Source: an optimization exercise on an open RTL-to-GDS flow (aim: small area). Production flows keep margins and buffers that such runs may drop.
The RTL was checked by simulation tests, not by an equivalence proof against the original design.
No activity file was given, so power comes from the tool's default toggle rates.

### design/flow/design.v
module dhtdec (
    input  wire        clk,
    input  wire        rst,         
    input  wire        variant,     
    input  wire        pin_i,       
    output wire        pin_o,
    output wire        pin_oe,
    output wire        pin_pu,
    input  wire        cmd_valid,
    input  wire [3:0]  cmd_op,
    output reg  [1:0]  cmd_ack,
    output reg         rsp_valid,
    output reg  [63:0] rsp_data,
    output wire        done_valid,
    output wire [2:0]  done_code,
    output wire        busy
);
    localparam integer W_NOW        = 22;        
    localparam integer T_SETTLE     = 1;
    localparam integer T_LOW_V11    = 18000;
    localparam integer T_LOW_V22    = 2000;
    localparam integer T_RELEASE    = 30;
    localparam integer M_RESP       = 40;
    localparam integer M_ACK_LOW    = 100;
    localparam integer M_ACK_HIGH   = 100;
    localparam integer M_BIT_LOW    = 75;
    localparam integer T_BIT_SETTLE = 40;
    localparam integer M_BIT_HIGH   = 50;
    localparam integer MIN_PERIOD   = 3000000;
    localparam [3:0] PH_IDLE          = 4'd0;
    localparam [3:0] PH_START_SETTLE  = 4'd1;
    localparam [3:0] PH_START_LOW     = 4'd2;
    localparam [3:0] PH_START_RELEASE = 4'd3;
    localparam [3:0] PH_WAIT_RESP     = 4'd4;
    localparam [3:0] PH_WAIT_ACK_LOW  = 4'd5;
    localparam [3:0] PH_WAIT_ACK_HIGH = 4'd6;
    localparam [3:0] PH_BIT_WAIT_LOW  = 4'd7;
    localparam [3:0] PH_BIT_SETTLE    = 4'd8;
    localparam [3:0] PH_BIT_WAIT_HIGH = 4'd9;
    localparam [3:0] PH_CHECK         = 4'd10;
    localparam [2:0] RES_SUCCESS        = 3'd0;
    localparam [2:0] RES_NOT_DETECTED   = 3'd1;
    localparam [2:0] RES_SYNC_TIMEOUT   = 3'd2;
    localparam [2:0] RES_TOO_FAST_READS = 3'd3;
    localparam [2:0] RES_DATA_TIMEOUT   = 3'd4;
    localparam [2:0] RES_BAD_CHECKSUM   = 3'd5;
    localparam [1:0] ACK_NONE     = 2'd0;
    localparam [1:0] ACK_ACCEPTED = 2'd1;
    localparam [1:0] ACK_BUSY     = 2'd2;
    localparam [1:0] ACK_ILLEGAL  = 2'd3;
    localparam [3:0] OP_NOP      = 4'h0;
    localparam [3:0] OP_READ     = 4'h1;
    localparam [3:0] OP_GETRES   = 4'h2;
    localparam [3:0] OP_GETHUM   = 4'h3;
    localparam [3:0] OP_GETTEMP  = 4'h4;
    localparam [3:0] OP_GETFRAME = 4'h5;
    localparam [3:0] OP_GETTIME  = 4'h6;
    localparam [3:0] OP_GETSTAT  = 4'h7;
    reg [3:0]        phase;
    reg [31:0]       tmr;
    reg [5:0]        bitidx;
    reg [39:0]       bits;           
    reg [2:0]        last_result;
    reg [39:0]       last_frame;
    reg [15:0]       hum_x10;
    reg [15:0]       temp_x10;
    reg [W_NOW-1:0]  last_ok_time;
    reg              last_ok_valid;
    reg [W_NOW-1:0]  now;
    wire [39:0] frame;
    genvar gi;
    generate
        for (gi = 0; gi < 40; gi = gi + 1) begin : g_pack
            assign frame[39 - gi] = bits[gi];
        end
    endgenerate
    wire [7:0] b0 = frame[39:32];
    wire [7:0] b1 = frame[31:24];
    wire [7:0] b2 = frame[23:16];
    wire [7:0] b3 = frame[15:8];
    wire [7:0] b4 = frame[7:0];
    wire [7:0] sum      = b0 + b1 + b2 + b3;
    wire       csum_ok  = (sum == b4);
    wire [15:0] mag22    = {1'b0, b2[6:0], b3};
    wire [15:0] hum_dec  = variant ? {b0, b1} : (b0 * 16'd10);
    wire [15:0] temp_dec = variant ? (b2[7] ? (16'd0 - mag22) : mag22) : (b2 * 16'd10);
    wire [W_NOW-1:0] elapsed      = now - last_ok_time;
    wire             rate_limited = last_ok_valid && (elapsed < MIN_PERIOD);
    wire             idle         = (phase == PH_IDLE);
    wire             read_cmd     = cmd_valid && (cmd_op == OP_READ);
    wire             start        = read_cmd && idle && !rate_limited;
    reg        is_timed;
    reg [31:0] timed_len;
    reg        is_wait;
    reg        wait_lvl;
    reg [31:0] wait_max;
    reg [2:0]  wait_err;
    always @(*) begin
        is_timed  = 1'b0;
        timed_len = 32'd0;
        is_wait   = 1'b0;
        wait_lvl  = 1'b0;
        wait_max  = 32'd0;
        wait_err  = RES_SUCCESS;
        case (phase)
            PH_START_SETTLE:  begin is_timed = 1'b1; timed_len = T_SETTLE; end
            PH_START_LOW:     begin is_timed = 1'b1; timed_len = variant ? T_LOW_V22 : T_LOW_V11; end
            PH_START_RELEASE: begin is_timed = 1'b1; timed_len = T_RELEASE; end
            PH_BIT_SETTLE:    begin is_timed = 1'b1; timed_len = T_BIT_SETTLE; end
            PH_WAIT_RESP:     begin is_wait = 1'b1; wait_lvl = 1'b1; wait_max = M_RESP;     wait_err = RES_NOT_DETECTED;   end
            PH_WAIT_ACK_LOW:  begin is_wait = 1'b1; wait_lvl = 1'b0; wait_max = M_ACK_LOW;  wait_err = RES_SYNC_TIMEOUT;   end
            PH_WAIT_ACK_HIGH: begin is_wait = 1'b1; wait_lvl = 1'b1; wait_max = M_ACK_HIGH; wait_err = RES_TOO_FAST_READS; end
            PH_BIT_WAIT_LOW:  begin is_wait = 1'b1; wait_lvl = 1'b0; wait_max = M_BIT_LOW;  wait_err = RES_DATA_TIMEOUT;   end
            PH_BIT_WAIT_HIGH: begin is_wait = 1'b1; wait_lvl = 1'b1; wait_max = M_BIT_HIGH; wait_err = RES_DATA_TIMEOUT;   end
            default: ;
        endcase
    end
    reg [3:0]  phase_n;
    reg [31:0] tmr_n;
    reg [5:0]  bitidx_n;
    reg [39:0] bits_n;
    reg        seq_done;
    reg [2:0]  seq_code;
    reg        commit;
    always @(*) begin
        phase_n  = phase;
        tmr_n    = tmr;
        bitidx_n = bitidx;
        bits_n   = bits;
        seq_done = 1'b0;
        seq_code = RES_SUCCESS;
        commit   = 1'b0;
        if (phase == PH_IDLE) begin
            if (start) begin
                phase_n  = PH_START_SETTLE;
                tmr_n    = 32'd0;
                bitidx_n = 6'd0;
                bits_n   = 40'd0;
            end
        end else if (is_timed) begin
            if (tmr + 32'd1 >= timed_len) begin
                tmr_n   = 32'd0;
                phase_n = phase + 4'd1;
                if (phase == PH_BIT_SETTLE)
                    bits_n[bitidx] = pin_i;
            end else begin
                tmr_n = tmr + 32'd1;
            end
        end else if (is_wait) begin
            if (pin_i != wait_lvl) begin
                tmr_n = 32'd0;
                if (phase == PH_BIT_WAIT_HIGH) begin
                    if (bitidx == 6'd39) begin
                        phase_n = PH_CHECK;
                    end else begin
                        bitidx_n = bitidx + 6'd1;
                        phase_n  = PH_BIT_WAIT_LOW;
                    end
                end else begin
                    phase_n = phase + 4'd1;
                end
            end else if (tmr == wait_max) begin
                seq_done = 1'b1;
                seq_code = wait_err;
            end else begin
                tmr_n = tmr + 32'd1;
            end
        end else if (phase == PH_CHECK) begin
            seq_done = 1'b1;
            if (csum_ok) begin
                commit   = 1'b1;
                seq_code = RES_SUCCESS;
            end else begin
                seq_code = RES_BAD_CHECKSUM;
            end
        end else begin
            phase_n = PH_IDLE;
        end
        if (seq_done) begin
            phase_n  = PH_IDLE;
            tmr_n    = 32'd0;
            bitidx_n = 6'd0;
            bits_n   = 40'd0;
        end
    end
    wire [63:0] status_image = {51'd0, bitidx, phase, variant, last_ok_valid, !idle};
    reg       cmd_done;
    reg [2:0] cmd_code;
    always @(*) begin
        cmd_ack   = ACK_NONE;
        rsp_valid = 1'b0;
        rsp_data  = 64'd0;
        cmd_done  = 1'b0;
        cmd_code  = RES_SUCCESS;
        if (cmd_valid && !rst) begin
            if (cmd_op[3]) begin
                cmd_ack = ACK_ILLEGAL;
            end else begin
                cmd_ack = ACK_ACCEPTED;
                case (cmd_op)
                    OP_NOP: ;
                    OP_READ: begin
                        if (!idle) begin
                            cmd_ack = ACK_BUSY;
                        end else if (rate_limited) begin
                            cmd_done = 1'b1;
                            cmd_code = last_result;
                        end
                    end
                    OP_GETRES:   begin rsp_valid = 1'b1; rsp_data = {61'd0, last_result}; end
                    OP_GETHUM:   begin rsp_valid = 1'b1; rsp_data = {48'd0, hum_x10}; end
                    OP_GETTEMP:  begin rsp_valid = 1'b1; rsp_data = {{48{temp_x10[15]}}, temp_x10}; end
                    OP_GETFRAME: begin rsp_valid = 1'b1; rsp_data = {24'd0, last_frame}; end
                    OP_GETTIME:  begin rsp_valid = 1'b1; rsp_data = {{(64-W_NOW){1'b0}}, last_ok_time}; end
                    OP_GETSTAT:  begin rsp_valid = 1'b1; rsp_data = status_image; end
                    default: ;
                endcase
            end
        end
    end
    assign done_valid = !rst && (seq_done || cmd_done);
    assign done_code  = rst ? 3'd0 : (seq_done ? seq_code : (cmd_done ? cmd_code : 3'd0));
    assign pin_oe = (phase == PH_START_SETTLE) || (phase == PH_START_LOW) || (phase == PH_START_RELEASE);
    assign pin_o  = (phase != PH_START_LOW);
    assign pin_pu = 1'b1;
    assign busy   = !idle;
    always @(posedge clk) begin
        if (rst) begin
            phase         <= PH_IDLE;
            tmr           <= 32'd0;
            bitidx        <= 6'd0;
            bits          <= 40'd0;
            last_result   <= RES_SUCCESS;
            last_frame    <= 40'd0;
            hum_x10       <= 16'd0;
            temp_x10      <= 16'd0;
            last_ok_time  <= {W_NOW{1'b0}};
            last_ok_valid <= 1'b0;
            now           <= {W_NOW{1'b0}};
        end else begin
            now    <= now + 1'b1;
            phase  <= phase_n;
            tmr    <= tmr_n;
            bitidx <= bitidx_n;
            bits   <= bits_n;
            if (seq_done)
                last_result <= seq_code;
            if (commit) begin
                last_frame    <= frame;
                hum_x10       <= hum_dec;
                temp_x10      <= temp_dec;
                last_ok_time  <= now;
                last_ok_valid <= 1'b1;
            end
        end
    end
endmodule
### design/flow/run.sh
#!/bin/bash
# synth_recipe.tcl (not shown) runs the flow's synth.tcl, then flattens the netlist and writes it again
# the make line also repeats each setting of config.mk as NAME=value (left out here)
make -C /OpenROAD-flow-scripts/flow DESIGN_CONFIG=/design/flow/config.mk WORK_HOME=/design/flow/orfs CLKGATE_MAP_FILE= SYNTH_SCRIPT=/design/flow/synth_recipe.tcl finish
### design/flow/config.mk
export PLATFORM = sky130hd
export DESIGN_NAME = dhtdec
export DESIGN_NICKNAME = dhtdec
export VERILOG_FILES = /design/flow/design.v
export SDC_FILE = /design/flow/constraint.sdc
export NUM_CORES = 4
export LEC_CHECK = 0
export CAP_MARGIN = 20
export CORE_MARGIN = 2
export CORE_UTILIZATION = 40
export PLACE_DENSITY = 0.6
export SLEW_MARGIN = 20
### design/flow/constraint.sdc
create_clock -name core_clock -period 10.0 [get_ports {clk}]
set_input_delay 2.0000 -clock core_clock [delete_from_list [all_inputs] [get_ports {clk}]]
set_output_delay 2.0000 -clock core_clock [all_outputs]
set_load 0.01 [all_outputs]
==> results.py <==
metrics = {
    "finish": {
        "fillCellCount": 3528,
        "syn2layout_area_growth_pct": 12.0,
        "finalInstanceArea_um2": 15500,
        "final_cells": 2294,
        "nets": 1922,
        "drive_gt1_frac": 0.0555,
        "antenna_cells": 0,
    },
    "timing": {
        "fmax_mhz": 137,
        "timing.setup.tns_ps": 0,
        "worst_pin_slew_ps": 1060,
        "period_needed_ps": 7300,
        "report.final.slew_viol_count": 0,
        "rsz0062_at_grt": "false",
        "worst_slack_ps": 2700,
        "slew_headroom": 0.291,
        "hold_viol": 0,
        "skew_ps": 13.0,
        "finalCritPeriodShare": 0.730,
        "setup_viol": 0,
    },
    "yosys": {
        "yosysTopAreaCell": "dfxtp_1",
        "synth-compound-area-share": 0.243,
        "ys.flop_type": "dfxtp_1",
        "synthSimpleGateAreaFrac": 0.238,
        "synth_top_family_by_area": "compound AO/OA/AOI/OAI gates",
        "yosysUniqueCellTypes": 87,
        "syn_area_um2": 13900,
        "syn_nets": 1950,
        "syn_avg_cell_area_um2": 7.50,
        "synth.most_common_cell": "nand2_1",
        "synth_top_cell_area_share": 0.292,
        "synth_mux_area_frac": 0.00875,
        "ys_top_cells_by_count": "nand2_1, dfxtp_1, a21oi_1",
        "synth_area_leaders": "dfxtp_1, nand2_1, a21oi_1, ha_1, nor2_1",
        "synth-seq-area-share": 0.292,
        "synth_xor_area_frac": 0.0587,
        "yosys.area_share.adder": 0.0907,
        "synth_edf_count": 0,
        "async_flop_share": 0,
        "yosysWarnings": 1,
        "synth_seq_cells": 202,
        "syn-instance-count": 1850,
    },
    "placed_design": {
        "place.gp.congestion": 0.912,
        "io_buffers": 82,
        "place_hpwl_um": 30700,
        "post-place-ws_ps": 2350,
        "placed_cell_area_um2": 14700,
        "dp.cells": 2249,
    },
    "global_routing": {
        "met2_usage": 0.357,
        "grt_pass1_vias": 12200,
        "overflow": 0,
        "met1_usage": 0.337,
        "busiest_layer": "met2",
        "grt_usage": 0.234,
        "grt_pass1_wl_um": 68400,
        "use_met3": 0.0385,
        "grt_max_degree": 102,
        "antenna_found_initial": 0,
    },
    "detailed_routing": {
        "routedWlPerCell_um": 18.8,
        "drtAntennaViolNets": 0,
        "drc": 0,
        "via_per_inst": 5.83,
        "wl_um": 43200,
        "dr.first_iter.drc_count": 1233,
        "vias": 13400,
        "first_pass_iters": 5,
    },
    "critical_path": {
        "r2r_start": "tmr[0]$_SDFFE_PP0P_",
        "crit_top_cell": "clkdlybuf4s50_1",
        "cp-end-kind": "output pin",
        "critical_path.max_stage_delay_ps": 760,
        "cp_max_fo": 26,
        "startpoint": "cmd_op[2]",
        "cp-endpoint": "rsp_data[44]",
        "critPathKind": "in -> out",
        "cp_slowest_cell": "nand2_1",
        "crit_chain": "clkdlybuf4s50_1 > nand2b_1 > nor3_4 > nand2_1 > nor2_1 > buf_4 > clkdlybuf4s50_1",
        "timing.reg2reg.setup_slack_ps": 4510,
        "start_kind": "input port",
        "reg2reg_depth": 15,
        "critical_path_arrival_ps": 5300,
        "r2r_end": "bits[38]$_SDFFE_PP0P_",
        "worstPathRequired_ps": 8000,
    },
    "clock_tree": {
        "numClockSinks": 202,
        "cts.path.max_buffers": 3,
        "tritoncts": "done",
        "htreeDepth": 1,
        "clk_pin_slew_worst_paths_ps": 60,
        "holdBufCountCts": 0,
        "insertion_delay_ps": 530,
        "cts_made_buffers": 25,
        "postCtsSetupRepairBufs": 0,
        "ctsRootBufferMaster": "clkbuf_16",
        "post_cts_resized": 0,
    },
    "floorplanning": {
        "io_pins": 84,
        "dieWidth_um": 190,
        "dieHeight_um": 190,
        "die-area_um2": 36200,
        "rows": 68,
        "coreArea_um2": 34400,
        "initial_utilization": 0.404,
    },
    "power_and_ir_drop": {
        "switching_share": 0.250,
        "clkPwrFrac": 0.491,
        "ir_drop_mv": 0.115,
        "internal_power_uw": 1390,
        "finalPower_uw": 1850,
        "p_switching_uw": 464,
        "powerDensity_nw_per_um2": 119,
        "comb_power_share": 0.072,
        "leakage_uw": 0.00574,
        "power.share.sequential": 0.437,
    },
    "worst_hold_path": {
        "worst_hold_path_type": "reg -> reg",
    },
    "run": {
        "cap_viol_max_count": 0,
    },
    "status": {
        "status": "finished clean",
    },
}
==> kinds of logic (layout without fill, tap and decap cells) <==
kind of cell	after synthesis	count (layout)
adders and majority gates	91	91
muxes	12	12
DFF	202	202
AOI/OAI and AO/OA	550	550
other	1	1
xor gates and xnor gates	93	93
and+or+nand+nor	685	685
buffers and inverters	216	205
==> layout make-up <==
type	instances	area, um^2	share of cell area
Sequential cell	202	4040	0.260
Clock inverter	8	96.3	0.00620
Clock buffer	36	707	0.0455
Tap cell	455	569	0.0366
Multi-Input combinational cell	1432	8940	0.575
Inverter	65	244	0.0157
Timing Repair Buffer	96	938	0.0604
==> worst min-delay path by stage <==
stage	from	endpoint	slack [ps]	depth (start not counted)
floorplan	temp_x10[13]$_SDFFE_PP0P_	temp_x10[13]$_SDFFE_PP0P_	430	2
global placement	temp_x10[12]$_SDFFE_PP0P_	temp_x10[12]$_SDFFE_PP0P_	440	2
detailed placement	temp_x10[14]$_SDFFE_PP0P_	temp_x10[14]$_SDFFE_PP0P_	440	2
CTS	temp_x10[14]$_SDFFE_PP0P_	temp_x10[14]$_SDFFE_PP0P_	450	2
global route	last_frame[17]$_SDFFE_PP0P_	last_frame[17]$_SDFFE_PP0P_	470	2
finish	temp_x10[14]$_SDFFE_PP0P_	temp_x10[14]$_SDFFE_PP0P_	450	2
==> power groups by stage <==
| stage | combinational, uW | clock, uW | sequential, uW |
|---|---|---|---|
| 5_1_grt | 147 | 956 | 810 |
| 2_1_floorplan | 96.1 | 0 | 827 |
| 6_report | 134 | 911 | 810 |
| 4_1_cts | 133 | 926 | 810 |
| 3_5_place_dp | 133 | 0 | 828 |
| 3_3_place_gp | 132 | 0 | 828 |
==> stage by stage <==
| step | hold WS, ps | util |
|---|---|---|
| 2_1_floorplan | 432 | - |
| 3_3_place_gp | 440 | 0.428 |
| 3_5_place_dp | 444 | 0.428 |
| 4_1_cts | 452 | 0.451 |
| 5_1_grt | 472 | 0.452 |
| 6_report | 454 | 0.452 |
==> layout by cell type, fill, tap and decap left out, types with 12 or more instances in the layout <==
cell type        netlist  final
nand2_1              295    295
dfxtp_1              202    202
a21oi_1              190    190
nor2_1               119    119
o21ai_0               89     89
clkdlybuf4s50_1        0     80
ha_1                  75     75
inv_1                 65     65
nand3_1               59     58
xnor2_1               51     51
o21ai_1               48     47
xor2_1                42     42
nor3_1                41     39
a22oi_1               37     37
a31oi_1               34     34
nand4_1               29     29
a21o_1                29     29
clkbuf_16              0     25
and3_1                22     21
and2_1                16     16
nor4_1                16     16
o31ai_1               16     16
fa_1                  16     16
nand2b_1              15     15
a211oi_1              15     15
buf_4                 29     14
o211ai_1              13     13
nor2b_1               12     12
==> layer usage <==
metal	vias up	part of all wire
met5	-	0
met4	0	0.029
met3	72	0.077
met2	500	0.43
met1	6292	0.46
li1	6503	-
==> sequential cells by signal, indices dropped and copies added (netlist names) <==
signal         cells
tmr               32
last_result        3
now               22
bitidx             6
last_ok_valid      1
phase              4
bits              40
temp_x10          16
last_ok_time      22
hum_x10           16
last_frame        40
==> worst max-delay path, delay by kind of cell <==
family | cells | cell delay [ps]
buf+inv | 3 | 1500
simple gates | 4 | 1780

==> static timing again, ports no longer ideal <==
In the flow no input, the clock included, has a driving cell. The finished layout below was timed again as built, in two steps.
Step 1, drivers: a clkbuf_16 drives clk and a buf_2 each remaining input, both assumed.
Step 2 times the ports against the registers' clock, not the clock port: input delays grow and output delays shrink by t, the midpoint of the rising clock arrivals with the driver on.
Slacks: ideal / step 1 / step 2; pairs: ideal / step 1.
t (ns): 0.579
setup slack, ns: 2.703 / 2.651 / 2.662
worst hold slack (ns): 0.454 / 0.454 / 0.454
worst data-port slew with drivers (ns): 0.07
After both steps setup and hold are still met in this run. The setup slack of this run moves by -0.052 ns with the drivers and by -0.041 ns with both steps.
